This design comes from an exercise in tuning for small area, a short achievable clock period and few clock cycles on the open sky130 flow, not from production work. Only simulation tests tie the RTL to the original design; equivalence was not proved.

// fau_alu
module fau_alu (
    input  wire         clk,
    input  wire         rst_n,
    input  wire         in_valid,
    output wire         in_ready,
    input  wire [2:0]   in_op,
    input  wire [255:0] in_a,
    input  wire [255:0] in_b,
    output wire         out_valid,
    input  wire         out_ready,
    output wire [255:0] out_y,
    output wire [2:0]   out_code
);
    localparam NW = 265;
    localparam [256:0] NEGP = 257'h1cf9bb18d1ece5fd647afba497e7ea7a2d7cc17b786468f6ebc1e0a6c0fffffff;
    localparam [2:0] OP_ADD = 3'd0, OP_SUB = 3'd1, OP_MUL = 3'd2,
                     OP_NEG = 3'd3, OP_INV = 3'd4, OP_CHK = 3'd5;
    localparam IDLE = 0, SETUP = 1, ITER = 2, F1 = 4, FQ = 5,
               FSEL = 6, FNEG = 7, FA = 8, GCD = 9, ACC = 10, DONE = 11;
    reg [11:0]  st;
    reg [2:0]   opr;
    reg [2:0]   code_r;
    reg         ycn;        
    reg [8:0]   k;
    reg [6:0]   cnt;
    reg         sub2e;
    reg         px_sh, px_xw, pw_sh, pw_xw;    
    reg [NW-1:0] S, C;
    reg          rdy;
    reg [255:0]  X, W;
    reg          X256, W256;    
    wire is_neg = (opr == OP_NEG);
    wire is_inv = (opr == OP_INV);
    wire is_chk = (opr == OP_CHK);
    wire is_add = (opr == OP_ADD);
    wire is_sub = (opr == OP_SUB);
    wire [8:0] bdd = (st[IDLE] | st[DONE]) ? in_b[255:247] : st[GCD] ? W_n[255:247] : W[247:239];
    wire [11:0] bsel_lo, bsel_hi;
    fau_booth u_bs_lo (.clk(clk), .dd(bdd), .q(bsel_lo));
    fau_booth u_bs_hi (.clk(clk), .dd(bdd), .q(bsel_hi));
    wire [NW-1:0] cs, cc;
    fau_modmul u_mul (
        .s    (S),
        .c    (C),
        .x    (X),
        .bsel_lo (bsel_lo),
        .bsel_hi (bsel_hi),
        .cs   (cs),
        .cc   (cc)
    );
    wire [256:0] sx0;
  ...
Size in the first run: ~150000 sq um of cells after synthesis.
clock: 14.0 ns
lec_check: 0
cap_margin: 45
core_margin: 2
core_utilization: 35
place_density: 0.45
setup_slack_margin: 5
slew_margin: 45
synth_hierarchical: 1
run.sh (not shown) runs the stock make flow with config.mk's settings and CLKGATE_MAP_FILE= SYNTH_SCRIPT=/design/flow/synth_recipe.tcl, a recipe that flattens the netlist after the stock synthesis.
Testbench counts at the start, summed over its fixed seeds: cycles 41,281.
Next try:
==> flow/flow/run.sh (new file) <==
#!/bin/bash
set -euo pipefail
bash standard.sh SETUP_SLACK_MARGIN=9 "BUFFER_PORTS_ARGS=-buffer_cell sky130_fd_sc_hd__buf_1" finish > flow_standard.log 2>&1
==> flow/standard.sh (new file) <==
#!/bin/bash
# synth_recipe.tcl (not shown) runs the flow's synth.tcl, then flattens the netlist and writes it again
# the make line also repeats each setting of config.mk as NAME=value (left out here)
make -C /OpenROAD-flow-scripts/flow DESIGN_CONFIG=/design/flow/config.mk WORK_HOME=/design/flow/orfs CLKGATE_MAP_FILE= SYNTH_SCRIPT=/design/flow/synth_recipe.tcl "${@:-finish}"
SETUP_SLACK_MARGIN = not set   (was 5)
removed: flow/run.sh
Effect: Design area came out higher by roughly a tenth. Global-route usage rises by 1.8 points. Routed wire length rose by a few percent. Setup slack improved by 2.6 ns. Sequential cell count stays the same.
Next try:
CAP_MARGIN = 30   (was 45)
SLEW_MARGIN = 30   (was 45)
What happened: The changed run completed, yet does not pass: capacitance limit, slew limit; count of clock-buffer cells in the layout went up by 21; worst hold slack stays flat; flip-flop and latch count does not change; worst setup slack improves by 0.056 ns; clock skew came out lower by 0.045 ns; core utilization goes down by 0.97 points; synthesized area is unchanged.
Next try:
CAP_MARGIN = 55   (was 30)
CORE_UTILIZATION = 40   (was 35)
PLACE_DENSITY = 0.5   (was 0.45)
SLEW_MARGIN = 55   (was 30)
Outcome:
- The changed run passed the timing, design-rule and antenna checks
- clock skew rises by 0.058 ns
- non-clock buffer count is higher by 86
- hold slack gets worse by 0.048 ns
- area after synthesis does not change
- maximum frequency fell by 0.73%
- register-to-register slack loses 0.05 ns
- die area goes down by about 12%
- via count went up by 1.4%
- utilization came out higher by 7.0 points
- first-iteration DRC count went up by about 9%

==> static timing again, ports no longer ideal <==
In the flow no input, the clock included, has a driving cell. The finished layouts below were timed again as built, in two steps.
Step 1 assumes that a clkbuf_16 drives the clock port and a buf_2 every other input.
Step 2 moves the port delays by t, midway between the first and last clock arrival at a register: inputs arrive t later, outputs are due t later. That takes back most of the time a late clock gives input paths.
Three values: ideal ports, drivers, drivers and shift; two values: the first two.
run	shift t [ns]	setup slack, ns	worst hold slack (ns)	worst setup path after step 2	pins driven straight from the clock port
the first run	1.115	4.983 / 4.983 / 4.983	0.476 / 0.476 / 0.476	register to register	1
the second run	1.140	7.582 / 7.582 / 7.582	0.513 / 0.513 / 0.513	register to register	1
the third run	1.119	7.637 / 7.637 / 7.637	0.511 / 0.511 / 0.511	register to register	1
the fourth run	1.095	7.591 / 7.591 / 7.591	0.463 / 0.463 / 0.463	register to register	1
